Context: an optimization exercise on an open-source flow, tuned for small area, a short achievable clock period and few clock cycles per item. The choices shown serve that exercise and are no tape-out recipe.
The RTL was checked by simulation tests, not by an equivalence proof against the original design.
Power is estimated from default activity; no workload was simulated.

Design hdr_rowdec, start of the top module:
module hdr_rowdec (
    input  wire        clk,
    input  wire        rst,           
    input  wire        cmd_valid,
    output wire        cmd_ready,
    input  wire [5:0]  cmd_len,       
    input  wire        cmd_first,     
    input  wire        in_valid,
    output wire        in_ready,
    input  wire [7:0]  in_byte,
    output reg         done,          
    output reg  [1:0]  err,           
    output wire        busy,
    input  wire [4:0]  rd_addr,
    output wire [31:0] rd_data
);
    localparam [2:0] S_IDLE = 3'd0, S_LEG = 3'd1, S_LO = 3'd2,
                     S_CTRL = 3'd3, S_RVAL = 3'd4, S_LIT = 3'd5;
    localparam [1:0] E_OK = 2'd0, E_OVERRUN = 2'd2, E_NOPREV = 2'd3;
    reg [2:0]  state;
    reg [31:0] row [0:31];
    reg [31:0] lp;
    reg        prev_valid;
    reg [5:0]  len;
    reg [5:0]  pos;           
    reg [5:0]  tend;          
    reg [1:0]  ln;            
    reg        ones;          
    reg        mk;            
    reg        shifted;       
    assign cmd_ready = (state == S_IDLE);
    assign busy = (state != S_IDLE);
    assign in_ready = busy;
    wire [3:0] dlo = 4'd1 << rd_addr[1:0];
    wire [7:0] dhi = 8'd1 << rd_addr[4:2];
    reg [31:0] grp [0:7];
    reg [31:0] rdo;
    integer r, g;
    always @* begin
        for (g = 0; g < 8; g = g + 1) begin
            grp[g] = 32'd0;
            for (r = 0; r < 4; r = r + 1)
                grp[g] = grp[g] | (row[4*g+r] & {32{dlo[r]}});
        end
        rdo = 32'd0;
        for (g = 0; g < 8; g = g + 1)
            rdo = rdo | (grp[g] & {32{dhi[g]}});
    end
    assign rd_data = rdo;
    wire take = in_valid && busy;
    wire        pre1 = (ln == 2'd0) || ones;            
    wire        is01 = (in_byte == 8'd1);
    wire        marker = (ln == 2'd3) && ones;          
    wire        crun = in_byte > 8'd128;                
    reg  [7:0]  nadd;
    always @* begin
  ...
For scale: ~1100 flip-flops, ~62 I/O pins.
==> module hdr_rowdec, before the edit <==
module hdr_rowdec (
    input  wire        clk,
    input  wire        rst,           
    input  wire        cmd_valid,
    output wire        cmd_ready,
    input  wire [5:0]  cmd_len,       
    input  wire        cmd_first,     
    input  wire        in_valid,
    output wire        in_ready,
    input  wire [7:0]  in_byte,
    output reg         done,          
    output reg  [1:0]  err,           
    output wire        busy,
    input  wire [4:0]  rd_addr,
    output wire [31:0] rd_data
);
    localparam [2:0] S_IDLE = 3'd0, S_LEG = 3'd1, S_LO = 3'd2,
                     S_CTRL = 3'd3, S_RVAL = 3'd4, S_LIT = 3'd5;
    localparam [1:0] E_OK = 2'd0, E_OVERRUN = 2'd2, E_NOPREV = 2'd3;
    reg [2:0]  state;
    reg [31:0] row [0:31];
    reg [31:0] lp;
    reg        prev_valid;
    reg [5:0]  len;
    reg [5:0]  pos;           
    reg [5:0]  tend;          
    reg [1:0]  ln;            
    reg        ones;          
    reg        mk;            
    reg        shifted;       
    assign cmd_ready = (state == S_IDLE);
    assign busy = (state != S_IDLE);
    assign in_ready = busy;
    wire [3:0] dlo = 4'd1 << rd_addr[1:0];
    wire [7:0] dhi = 8'd1 << rd_addr[4:2];
    reg [31:0] grp [0:7];
    reg [31:0] rdo;
    integer r, g;
    always @* begin
        for (g = 0; g < 8; g = g + 1) begin
            grp[g] = 32'd0;
            for (r = 0; r < 4; r = r + 1)
                grp[g] = grp[g] | (row[4*g+r] & {32{dlo[r]}});
        end
        rdo = 32'd0;
        for (g = 0; g < 8; g = g + 1)
            rdo = rdo | (grp[g] & {32{dhi[g]}});
    end
    assign rd_data = rdo;
    wire take = in_valid && busy;
    wire        pre1 = (ln == 2'd0) || ones;            
    wire        is01 = (in_byte == 8'd1);
    wire        marker = (ln == 2'd3) && ones;          
    wire        crun = in_byte > 8'd128;                
    reg  [7:0]  nadd;
    always @* begin
        if (state == S_CTRL) nadd = crun ? {1'b0, in_byte[6:0]} : in_byte;
        else if (state == S_LEG && marker) nadd = in_byte;
        else nadd = 8'd1;
    end
    wire [8:0]  sum = {3'b000, pos} + {1'b0, nadd};
    wire [5:0]  lend = sum[5:0];
    wire        big = sum > {3'b000, len};                  
    wire        atend = sum == {3'b000, len};               
    wire        lrun = in_byte != 8'd0 && !shifted && !big && (pos != 6'd0 || prev_valid);
    reg        wr;            
    reg        wrun;          
    reg        wpix;          
    reg [5:0]  wend;
    always @* begin
        wr = 1'b0;
        wrun = 1'b0;
        wpix = 1'b0;
        wend = tend;
        case (state)
            S_LEG: begin
                if (marker) begin
                    wpix = 1'b1;
                    wrun = 1'b1;
                    wend = pos + in_byte[5:0];
                    wr = take && lrun;
                end else
                    wr = take;
            end
            S_RVAL: begin
                wrun = 1'b1;
                wr = take;
            end
            S_LIT: wr = take;
            default: ;
        endcase
    end
    wire [3:0]  lanes = wpix ? 4'b1111 : (4'd1 << ln);
    wire [31:0] wdat = wpix ? lp : {4{in_byte}};
    reg  [31:0] wmask;
    integer k;
    always @* begin
        for (k = 0; k < 32; k = k + 1)
            wmask[k] = wr && (wrun ? (k[5:0] >= pos && k[5:0] < wend) : (k[5:0] == pos));
    end
    genvar gk, gb;
    generate
        for (gk = 0; gk < 32; gk = gk + 1) begin : g_row
            for (gb = 0; gb < 4; gb = gb + 1) begin : g_lane
                always @(posedge clk)
                    if (wmask[gk] && lanes[gb]) row[gk][gb*8 +: 8] <= wdat[gb*8 +: 8];
            end
        end
    endgenerate
    integer b;
    always @(posedge clk) begin
        if (take) begin
            if (state == S_LEG) begin
                for (b = 0; b < 4; b = b + 1) begin
                    if (b == ln && !(pre1 && (is01 || ln == 2'd3)))
                        lp[b*8 +: 8] <= in_byte;
                    else if (b < ln && pre1 && !is01 && !marker)
                        lp[b*8 +: 8] <= 8'd1;
                end
            end else if (state == S_RVAL || state == S_LIT) begin
                lp[ln*8 +: 8] <= in_byte;
            end
        end
    end
    always @(posedge clk) begin
        done <= 1'b0;
        if (rst) begin
            state <= S_IDLE;
            prev_valid <= 1'b0;
            err <= E_OK;
        end else begin
            case (state)
                S_IDLE: if (cmd_valid) begin
                    len <= cmd_len;
                    pos <= 6'd0;
                    ln <= 2'd0;
                    shifted <= 1'b0;
                    mk <= (cmd_len >= 6'd8);
                    if (cmd_first) prev_valid <= 1'b0;
                    state <= S_LEG;
                end
                S_LEG: if (take) begin
                    ln <= ln + 2'd1;
                    ones <= pre1 && is01;
                    if (ln != 2'd2) mk <= mk && (in_byte == 8'h02);
                    else begin
                        mk <= 1'b0;
                        if (mk && !in_byte[7]) state <= S_LO;
                    end
                    if (ln == 2'd3 && !marker) begin
                        pos <= lend;
                        shifted <= 1'b0;
                        if (atend) begin
                            state <= S_IDLE; done <= 1'b1; err <= E_OK; prev_valid <= 1'b1;
                        end
                    end else if (marker) begin
                        shifted <= 1'b1;
                        if (in_byte != 8'd0) begin
                            if (shifted || big)
                                begin state <= S_IDLE; done <= 1'b1; err <= E_OVERRUN; prev_valid <= 1'b0; end
                            else if (pos == 6'd0 && !prev_valid)
                                begin state <= S_IDLE; done <= 1'b1; err <= E_NOPREV; prev_valid <= 1'b0; end
                            else begin
                                pos <= lend;
                                if (atend) begin
                                    state <= S_IDLE; done <= 1'b1; err <= E_OK; prev_valid <= 1'b1;
                                end
                            end
                        end
                    end
                end
                S_LO: if (take) begin
                    ln <= 2'd0;
                    state <= S_CTRL;
                end
                S_CTRL: if (take) begin
                    if (crun) begin
                        if (big) begin state <= S_IDLE; done <= 1'b1; err <= E_OVERRUN; prev_valid <= 1'b0; end
                        else begin
                            tend <= lend;
                            state <= S_RVAL;
                        end
                    end else if (big) begin
                        state <= S_IDLE; done <= 1'b1; err <= E_OVERRUN; prev_valid <= 1'b0;
                    end else if (in_byte != 8'd0) begin
                        tend <= lend;
                        state <= S_LIT;
                    end
                end
                S_RVAL, S_LIT: if (take) begin
                    pos <= (state == S_RVAL) ? tend : lend;
                    if (state == S_RVAL || lend == tend) begin
                        state <= S_CTRL;
                        if (tend == len) begin
                            pos <= 6'd0;
                            ln <= ln + 2'd1;
                            if (ln == 2'd3) begin
                                state <= S_IDLE; done <= 1'b1; err <= E_OK; prev_valid <= 1'b1;
                            end
                        end
                    end
                end
                default: state <= S_IDLE;
            endcase
        end
    end
endmodule
make LEC_CHECK=0 CAP_MARGIN=20 CORE_MARGIN=2 CORE_UTILIZATION=60 CTS_BUF_LIST=sky130_fd_sc_hd__clkbuf_8 CTS_CLUSTER_DIAMETER=50 CTS_CLUSTER_SIZE=16 SETUP_SLACK_MARGIN=5 SLEW_MARGIN=20 finish   # period 10.0 ns
run.sh (not shown) runs the stock make flow with config.mk's settings and CLKGATE_MAP_FILE= SYNTH_SCRIPT=/design/flow/synth_recipe.tcl, a recipe that flattens the netlist after the stock synthesis.
The first run finished with timing, DRC and antenna clean.
Testbench counts at the start, summed over its fixed seeds: cycles 150,134, rows 2,400.
Rerun with:
--- a/flow/design.v
+++ b/flow/design.v
@@ -48,20 +48,15 @@
     end
     assign rd_data = rdo;
     wire take = in_valid && busy;
+    wire [5:0]  room = len - pos;                       
+    wire [5:0]  pos1 = pos + 6'd1;
     wire        pre1 = (ln == 2'd0) || ones;            
     wire        is01 = (in_byte == 8'd1);
     wire        marker = (ln == 2'd3) && ones;          
-    wire        crun = in_byte > 8'd128;                
-    reg  [7:0]  nadd;
-    always @* begin
-        if (state == S_CTRL) nadd = crun ? {1'b0, in_byte[6:0]} : in_byte;
-        else if (state == S_LEG && marker) nadd = in_byte;
-        else nadd = 8'd1;
-    end
-    wire [8:0]  sum = {3'b000, pos} + {1'b0, nadd};
-    wire [5:0]  lend = sum[5:0];
-    wire        big = sum > {3'b000, len};                  
-    wire        atend = sum == {3'b000, len};               
+    wire [7:0]  rlen = in_byte - 8'd128;
+    wire        big = {1'b0, in_byte} > {3'b000, room};        
+    wire        rbig = {1'b0, rlen} > {3'b000, room};          
+    wire [5:0]  lend = pos + in_byte[5:0];                     
     wire        lrun = in_byte != 8'd0 && !shifted && !big && (pos != 6'd0 || prev_valid);
     reg        wr;            
     reg        wrun;          
@@ -77,7 +72,7 @@
                 if (marker) begin
                     wpix = 1'b1;
                     wrun = 1'b1;
-                    wend = pos + in_byte[5:0];
+                    wend = lend;
                     wr = take && lrun;
                 end else
                     wr = take;
@@ -148,9 +143,9 @@
                         if (mk && !in_byte[7]) state <= S_LO;
                     end
                     if (ln == 2'd3 && !marker) begin
-                        pos <= lend;
+                        pos <= pos1;
                         shifted <= 1'b0;
-                        if (atend) begin
+                        if (pos1 == len) begin
                             state <= S_IDLE; done <= 1'b1; err <= E_OK; prev_valid <= 1'b1;
                         end
                     end else if (marker) begin
@@ -162,7 +157,7 @@
                                 begin state <= S_IDLE; done <= 1'b1; err <= E_NOPREV; prev_valid <= 1'b0; end
                             else begin
                                 pos <= lend;
-                                if (atend) begin
+                                if (lend == len) begin
                                     state <= S_IDLE; done <= 1'b1; err <= E_OK; prev_valid <= 1'b1;
                                 end
                             end
@@ -174,22 +169,22 @@
                     state <= S_CTRL;
                 end
                 S_CTRL: if (take) begin
-                    if (crun) begin
-                        if (big) begin state <= S_IDLE; done <= 1'b1; err <= E_OVERRUN; prev_valid <= 1'b0; end
+                    if (in_byte > 8'd128) begin
+                        if (rbig) begin state <= S_IDLE; done <= 1'b1; err <= E_OVERRUN; prev_valid <= 1'b0; end
                         else begin
-                            tend <= lend;
+                            tend <= pos + rlen[5:0];
                             state <= S_RVAL;
                         end
                     end else if (big) begin
                         state <= S_IDLE; done <= 1'b1; err <= E_OVERRUN; prev_valid <= 1'b0;
                     end else if (in_byte != 8'd0) begin
-                        tend <= lend;
+                        tend <= pos + in_byte[5:0];
                         state <= S_LIT;
                     end
                 end
                 S_RVAL, S_LIT: if (take) begin
-                    pos <= (state == S_RVAL) ? tend : lend;
-                    if (state == S_RVAL || lend == tend) begin
+                    pos <= (state == S_RVAL) ? tend : pos1;
+                    if (state == S_RVAL || pos1 == tend) begin
                         state <= S_CTRL;
                         if (tend == len) begin
                             pos <= 6'd0;
=> Wire length falls by 1.2%. Synthesized cell count came out higher by 2.6%. Clock power shrinks by about 3%. Setup slack gains 83 ps. Power is lower by 3.3%. Clock-buffer cell count is higher by 5.
Testbench counts after the change, summed over its fixed seeds: cycles 150,134, rows 2,400.

## what the ideal ports hide
In the flow no input, the clock included, has a driving cell. The finished layouts below were timed again as built, in two steps.
Step 1 assumes that a clkbuf_16 drives the clock port and a buf_2 every other input.
Step 2 adds t to the input delays and takes it off the output delays; t is the mean of the earliest and latest rising clock arrival at the registers after step 1. Input paths then give back, and output paths get back, about the clock's delay inside the block.
Three values: no drivers, after step 1, after step 2; two values: the first two.
run | t (ns) | setup WS [ns] | worst setup path after step 2
the first run | 0.803 | 4.272 / 3.943 / 3.940 | input to register
the second run | 0.793 | 4.355 / 3.707 / 3.707 | input to output
After both steps setup and hold are still met in every run listed. For the second run, which loses most, drivers alone change the setup slack by -0.648 ns; drivers and shift together by -0.648 ns.
